From an optimization exercise on the open Yosys and OpenROAD flow, aimed at small area; shortcuts taken in it are not production practice. The RTL was checked by simulation tests, not by an equivalence proof against the original design. The flow treats the clock pin as an ideal source, which a real chip does not have. No activity file was given, so power comes from the tool's default toggle rates.

## job 101
==> module byte_escape_encoder, before the edit <==
module byte_escape_encoder (
    input  wire [7:0] v,
    output wire       hi,
    output wire       two
);
    assign hi  = (v[7:2] == 6'b011111);
    assign two = hi & (v[1] | v[0]);
endmodule
==> module renard_framer, before the edit <==
module renard_framer (
    input  wire [1:0] ph,
    input  wire [7:0] buf_rdata,
    output wire [7:0] tx_data,
    output wire       item_two
);
    wire [7:0] v = buf_rdata;
    wire       hi;
    byte_escape_encoder u_enc (
        .v    (v),
        .hi   (hi),
        .two  (item_two)
    );
    wire code = ph[0];
    wire [7:0] item = {v[7],
                       v[6] & ~code,
                       v[5],
                       v[4] & (~code | v[1]),
                       v[3] & ~(code & v[1]),
                       v[2] & ~(code & v[1]),
                       code ? ~v[1] : (v[1] | (hi & v[0])),
                       v[0] | (~code & hi & v[1])};
    assign tx_data = ph[1] ? item : (ph[0] ? 8'h80 : 8'h7E);
endmodule
==> module renard_codec, before the edit <==
module renard_codec (
    input  wire        clk,
    input  wire        rst,
    input  wire [31:0] cfg_rate,
    input  wire        cmd_valid,
    output wire        cmd_ready,
    input  wire [1:0]  cmd_op,
    input  wire [9:0]  cmd_n,
    output wire        busy,
    output wire        done,
    output reg  [1:0]  status,
    output wire [9:0]  buf_addr,
    output wire        buf_we,
    output wire [7:0]  buf_wdata,
    input  wire [7:0]  buf_rdata,
    output wire        tx_valid,
    output wire [7:0]  tx_data,
    input  wire        tx_ready,
    input  wire        rx_valid,
    input  wire [7:0]  rx_data,
    output wire        rx_ready,
    output wire        open_valid,
    output wire [31:0] open_rate,
    input  wire        open_ready
);
    localparam [3:0] IDLE    = 4'b0000,
                     IDLE_D  = 4'b0001,    
                     W_SYNC  = 4'b0100,
                     W_CMD   = 4'b0101,
                     W_DATA  = 4'b0110,
                     W_CODE  = 4'b0111,
                     R_HUNT  = 4'b1000,
                     R_AWAIT = 4'b1001,
                     R_DATA  = 4'b1010,
                     R_ESC   = 4'b1011,    
                     I_FILL  = 4'b1100,
                     I_OPEN  = 4'b1101;
    localparam [1:0] ST_OK = 2'd0, ST_FRAMING = 2'd1, ST_INVALID = 2'd2, ST_ILLEGAL = 2'd3;
    reg [3:0]  phase;
    reg [8:0]  idx;       
    reg [9:0]  N;
    wire       bound = ~(N[9] & N[0]);
    reg [31:0] rate;
    wire idle    = ~phase[3] & ~phase[2];
    wire in_w    = ~phase[3] &  phase[2];
    wire in_r    =  phase[3] & ~phase[2];
    wire in_i    =  phase[3] &  phase[2];
    wire in_fill =  in_i & ~phase[0];
    wire in_open =  in_i &  phase[0];
    wire in_data =  in_r &  phase[1];
    wire esc     =  phase[0];
    reg        step;      
    wire [9:0] carry;
    wire [9:0] idx_sum;
    assign carry[0] = step;
    genvar gi;
    generate
        for (gi = 0; gi < 9; gi = gi + 1) begin : g_inc
            assign idx_sum[gi]  = idx[gi] ^ carry[gi];
            assign carry[gi+1]  = idx[gi] & carry[gi];
        end
    endgenerate
    assign idx_sum[9] = carry[9];
    wire       eq      = (idx_sum == N);
    wire       last    = eq;
    wire       n_zero  = eq;
    wire item_two;
    renard_framer u_framer (
        .ph        (phase[1:0]),
        .buf_rdata (buf_rdata),
        .tx_data   (tx_data),
        .item_two  (item_two)
    );
    wire is_sync, is_cmd;
    frame_sync_detector u_fsd (
        .rx_data (rx_data),
        .is_sync (is_sync),
        .is_cmd  (is_cmd)
    );
    wire       dec_esc_next;
    wire       dec_out_valid;
    wire [7:0] dec_out_value;
    byte_escape_decoder u_dec (
        .esc       (esc),
        .b         (rx_data),
        .esc_next  (dec_esc_next),
        .out_valid (dec_out_valid),
        .out_value (dec_out_value)
    );
    wire store = in_data & rx_valid & dec_out_valid;
    assign cmd_ready  = idle;
    assign busy       = ~idle;
    assign done       = idle & phase[0];
    assign buf_addr   = {1'b0, idx};
    assign buf_we     = ~rst & (in_fill | store);
    assign buf_wdata  = phase[2] ? 8'h00 : dec_out_value;   
    assign tx_valid   = ~rst & in_w;
    assign rx_ready   = ~rst & in_r;
    assign open_valid = ~rst & in_open;
    assign open_rate  = rate;
    wire n_bad = cmd_n[9] & (|cmd_n[8:0]);    
    wire load_n = idle & cmd_valid & (cmd_op == 2'd0) & ~bound & ~n_bad;
    reg [3:0] phase_n;
    reg [1:0] fin_st;     
    always @(*) begin
        phase_n = phase;
        fin_st  = ST_OK;
        step    = 1'b0;
        casez (phase)
            4'b00??: begin    
                phase_n = IDLE;
                if (cmd_valid) begin
                    phase_n = IDLE_D;
                    fin_st  = ST_ILLEGAL;
                    case (cmd_op)
                        2'd0: begin
                            if (!bound) begin
                                if (n_bad)
                                    fin_st = ST_INVALID;
                                else
                                    phase_n = (cmd_n == 10'd0) ? I_OPEN : I_FILL;
                            end
                        end
                        2'd1: if (bound) phase_n = W_SYNC;
                        2'd2: if (bound) phase_n = R_HUNT;
                        default: ;
                    endcase
                end
            end
            4'b11?0: begin    
                step = 1'b1;
                if (last) phase_n = I_OPEN;
            end
            4'b11?1: begin    
                if (open_ready) phase_n = IDLE_D;
            end
            W_SYNC: if (tx_ready) phase_n = W_CMD;
            W_CMD:  if (tx_ready) phase_n = n_zero ? IDLE_D : W_DATA;
            W_DATA, W_CODE: begin
                if (tx_ready) begin
                    if (item_two & ~phase[0]) begin
                        phase_n = W_CODE;
                    end else begin
                        step    = 1'b1;
                        phase_n = last ? IDLE_D : W_DATA;
                    end
                end
            end
            R_HUNT: if (rx_valid & is_sync) phase_n = R_AWAIT;
            R_AWAIT: begin
                if (rx_valid) begin
                    if (!is_cmd)
                        fin_st = ST_FRAMING;
                    phase_n = (!is_cmd | n_zero) ? IDLE_D : R_DATA;
                end
            end
            default: begin    
                if (rx_valid) begin
                    phase_n = {3'b101, dec_esc_next};
                    if (dec_out_valid) begin
                        step = 1'b1;
                        if (last) phase_n = IDLE_D;
                    end
                end
            end
        endcase
    end
    always @(posedge clk) begin
        if (rst) begin
            phase  <= IDLE;
            status <= ST_OK;
        end else begin
            phase <= phase_n;
            if (phase_n == IDLE_D)
                status <= fin_st;
        end
    end
    always @(posedge clk) begin
        idx <= idle ? 9'd0 : idx_sum[8:0];
        if (load_n)
            N[8:1] <= cmd_n[8:1];
        if (rst | load_n) begin
            N[9] <= rst | cmd_n[9];
            N[0] <= rst | cmd_n[0];
        end
        if (rst)
            rate <= cfg_rate;
    end
endmodule
export LEC_CHECK = 0
export CAP_MARGIN = 20
export CORE_MARGIN = 2
export CORE_UTILIZATION = 40
export PLACE_DENSITY = 0.6
export SLEW_MARGIN = 20
create_clock -name core_clock -period 8.0 [get_ports {clk}]
standard.sh (not shown) runs the stock make flow with config.mk's settings and CLKGATE_MAP_FILE= SYNTH_SCRIPT=/design/flow/synth_recipe.tcl, a recipe that flattens the netlist after the stock synthesis.
==> flow/flow/run.sh <==
#!/bin/bash
# ORFS layout (the standard.sh) with:
#  - the standard flow's synthesis script, with ABC run on an area-oriented script;
#  - minimum-size (buf_1) port buffers;
#  - the clock distributed by four buffers, one per quarter of the registers (pre_cts.tcl),
#    in place of the clock tree synthesis H-tree.
# Every tool's output goes to the ORFS logs under orfs/logs and to standard.log here.
set -euo pipefail
here=$(pwd)
{ head -n 1 synth_recipe.tcl; cat flow/abc_override.tcl; tail -n +2 synth_recipe.tcl; } > own_synth.tcl
export MY_ABC_SCRIPT=$here/flow/abc_area.abc
export BUFFER_PORTS_ARGS="-buffer_cell sky130_fd_sc_hd__buf_1"
export ONE_CLKBUF=sky130_fd_sc_hd__clkbuf_8
export PRE_CTS_TCL=$here/flow/pre_cts.tcl
export CTS_ARGS="-clk_nets clk -sink_clustering_enable -repair_clock_nets -dont_use_dummy_load -buf_list sky130_fd_sc_hd__clkbuf_8"
bash standard.sh SYNTH_SCRIPT=$here/own_synth.tcl finish > standard.log 2>&1
Other scripts of this flow, unchanged in this note and not shown: flow/flow/abc_area.abc, flow/flow/abc_override.tcl, flow/flow/pre_cts.tcl
Changes in job 102 relative to job 101:
--- a/flow/design.v
+++ b/flow/design.v
@@ -1,12 +1,16 @@
 module byte_escape_encoder (
     input  wire [7:0] v,
-    output wire       hi,
+    input  wire       code,
+    output wire [7:0] out,
     output wire       two
 );
-    assign hi  = (v[7:2] == 6'b011111);
+    wire hi = (v[7:2] == 6'b011111);
     assign two = hi & (v[1] | v[0]);
+    wire [7:0] first = {v[7:2], v[1] | (hi & v[0]), v[0] | (hi & v[1])};
+    wire [7:0] second = {3'b001, v[1], ~v[1], ~v[1], ~v[1], v[0]};
+    assign out = code ? second : first;
 endmodule
 module byte_escape_decoder (
     input  wire       esc,
     input  wire [7:0] b,
     output wire       esc_next,
@@ -31,27 +35,18 @@
     input  wire [1:0] ph,
     input  wire [7:0] buf_rdata,
     output wire [7:0] tx_data,
     output wire       item_two
 );
-    wire [7:0] v = buf_rdata;
-    wire       hi;
+    wire [7:0] enc;
     byte_escape_encoder u_enc (
-        .v    (v),
-        .hi   (hi),
+        .v    (buf_rdata),
+        .code (ph[0]),
+        .out  (enc),
         .two  (item_two)
     );
-    wire code = ph[0];
-    wire [7:0] item = {v[7],
-                       v[6] & ~code,
-                       v[5],
-                       v[4] & (~code | v[1]),
-                       v[3] & ~(code & v[1]),
-                       v[2] & ~(code & v[1]),
-                       code ? ~v[1] : (v[1] | (hi & v[0])),
-                       v[0] | (~code & hi & v[1])};
-    assign tx_data = ph[1] ? item : (ph[0] ? 8'h80 : 8'h7E);
+    assign tx_data = ph[1] ? enc : (ph[0] ? 8'h80 : 8'h7E);
 endmodule
 module renard_codec (
     input  wire        clk,
     input  wire        rst,
     input  wire [31:0] cfg_rate,
@@ -89,12 +84,12 @@
                      I_FILL  = 4'b1100,
                      I_OPEN  = 4'b1101;
     localparam [1:0] ST_OK = 2'd0, ST_FRAMING = 2'd1, ST_INVALID = 2'd2, ST_ILLEGAL = 2'd3;
     reg [3:0]  phase;
     reg [8:0]  idx;       
-    reg [9:0]  N;
-    wire       bound = ~(N[9] & N[0]);
+    reg [9:0]  N;         
+    reg        bound;     
     reg [31:0] rate;
     wire idle    = ~phase[3] & ~phase[2];
     wire in_w    = ~phase[3] &  phase[2];
     wire in_r    =  phase[3] & ~phase[2];
     wire in_i    =  phase[3] &  phase[2];
@@ -144,17 +139,16 @@
     assign cmd_ready  = idle;
     assign busy       = ~idle;
     assign done       = idle & phase[0];
     assign buf_addr   = {1'b0, idx};
     assign buf_we     = ~rst & (in_fill | store);
-    assign buf_wdata  = phase[2] ? 8'h00 : dec_out_value;   
+    assign buf_wdata  = in_r ? dec_out_value : 8'h00;   
     assign tx_valid   = ~rst & in_w;
     assign rx_ready   = ~rst & in_r;
     assign open_valid = ~rst & in_open;
     assign open_rate  = rate;
     wire n_bad = cmd_n[9] & (|cmd_n[8:0]);    
-    wire load_n = idle & cmd_valid & (cmd_op == 2'd0) & ~bound & ~n_bad;
     reg [3:0] phase_n;
     reg [1:0] fin_st;     
     always @(*) begin
         phase_n = phase;
         fin_st  = ST_OK;
@@ -219,24 +213,23 @@
         endcase
     end
     always @(posedge clk) begin
         if (rst) begin
             phase  <= IDLE;
+            bound  <= 1'b0;
             status <= ST_OK;
         end else begin
             phase <= phase_n;
             if (phase_n == IDLE_D)
                 status <= fin_st;
+            if (idle & cmd_valid & (cmd_op == 2'd0) & ~n_bad)
+                bound <= 1'b1;
         end
     end
     always @(posedge clk) begin
         idx <= idle ? 9'd0 : idx_sum[8:0];
-        if (load_n)
-            N[8:1] <= cmd_n[8:1];
-        if (rst | load_n) begin
-            N[9] <= rst | cmd_n[9];
-            N[0] <= rst | cmd_n[0];
-        end
+        if (!bound)
+            N <= cmd_n;
         if (rst)
             rate <= cfg_rate;
     end
 endmodule
## What came out
Job 102 -> job 101: power flat
[compare] base=job 101 new=job 102: worst hold slack now sits higher; data required time at the worst endpoint now sits lower; met1 usage now sits lower.
Looking at worst slack at placement across both flows, job 102 is the stronger of the two, with job 101 trailing.

## re-timing with driven ports
In the flow no input, the clock included, has a driving cell. The finished layouts below were timed again as built, in two steps. Step 1, drivers: a clkbuf_16 drives clk and a buf_2 each remaining input, both assumed. Step 2 times the ports against the registers' clock, not the clock port: input delays grow and output delays shrink by t, the midpoint of the rising clock arrivals with the driver on. Three values: no drivers, after step 1, after step 2; two values: the first two.
run	t (ns)	setup slack, ns	worst hold slack (ns)	clock arrival spread, ns	worst slew at a driven data input, ns
job 101	0.202	1.411 / 1.447 / 1.245	0.467 / 0.467 / 0.467	0.007 / 0.006	0.04
job 102	0.200	1.769 / 1.800 / 1.601	0.538 / 0.538 / 0.538	0.015 / 0.015	0.04
After both steps setup and hold are still met in every run listed. The setup slack of job 102, which loses most, moves by +0.031 ns with the drivers and by -0.168 ns with both steps.
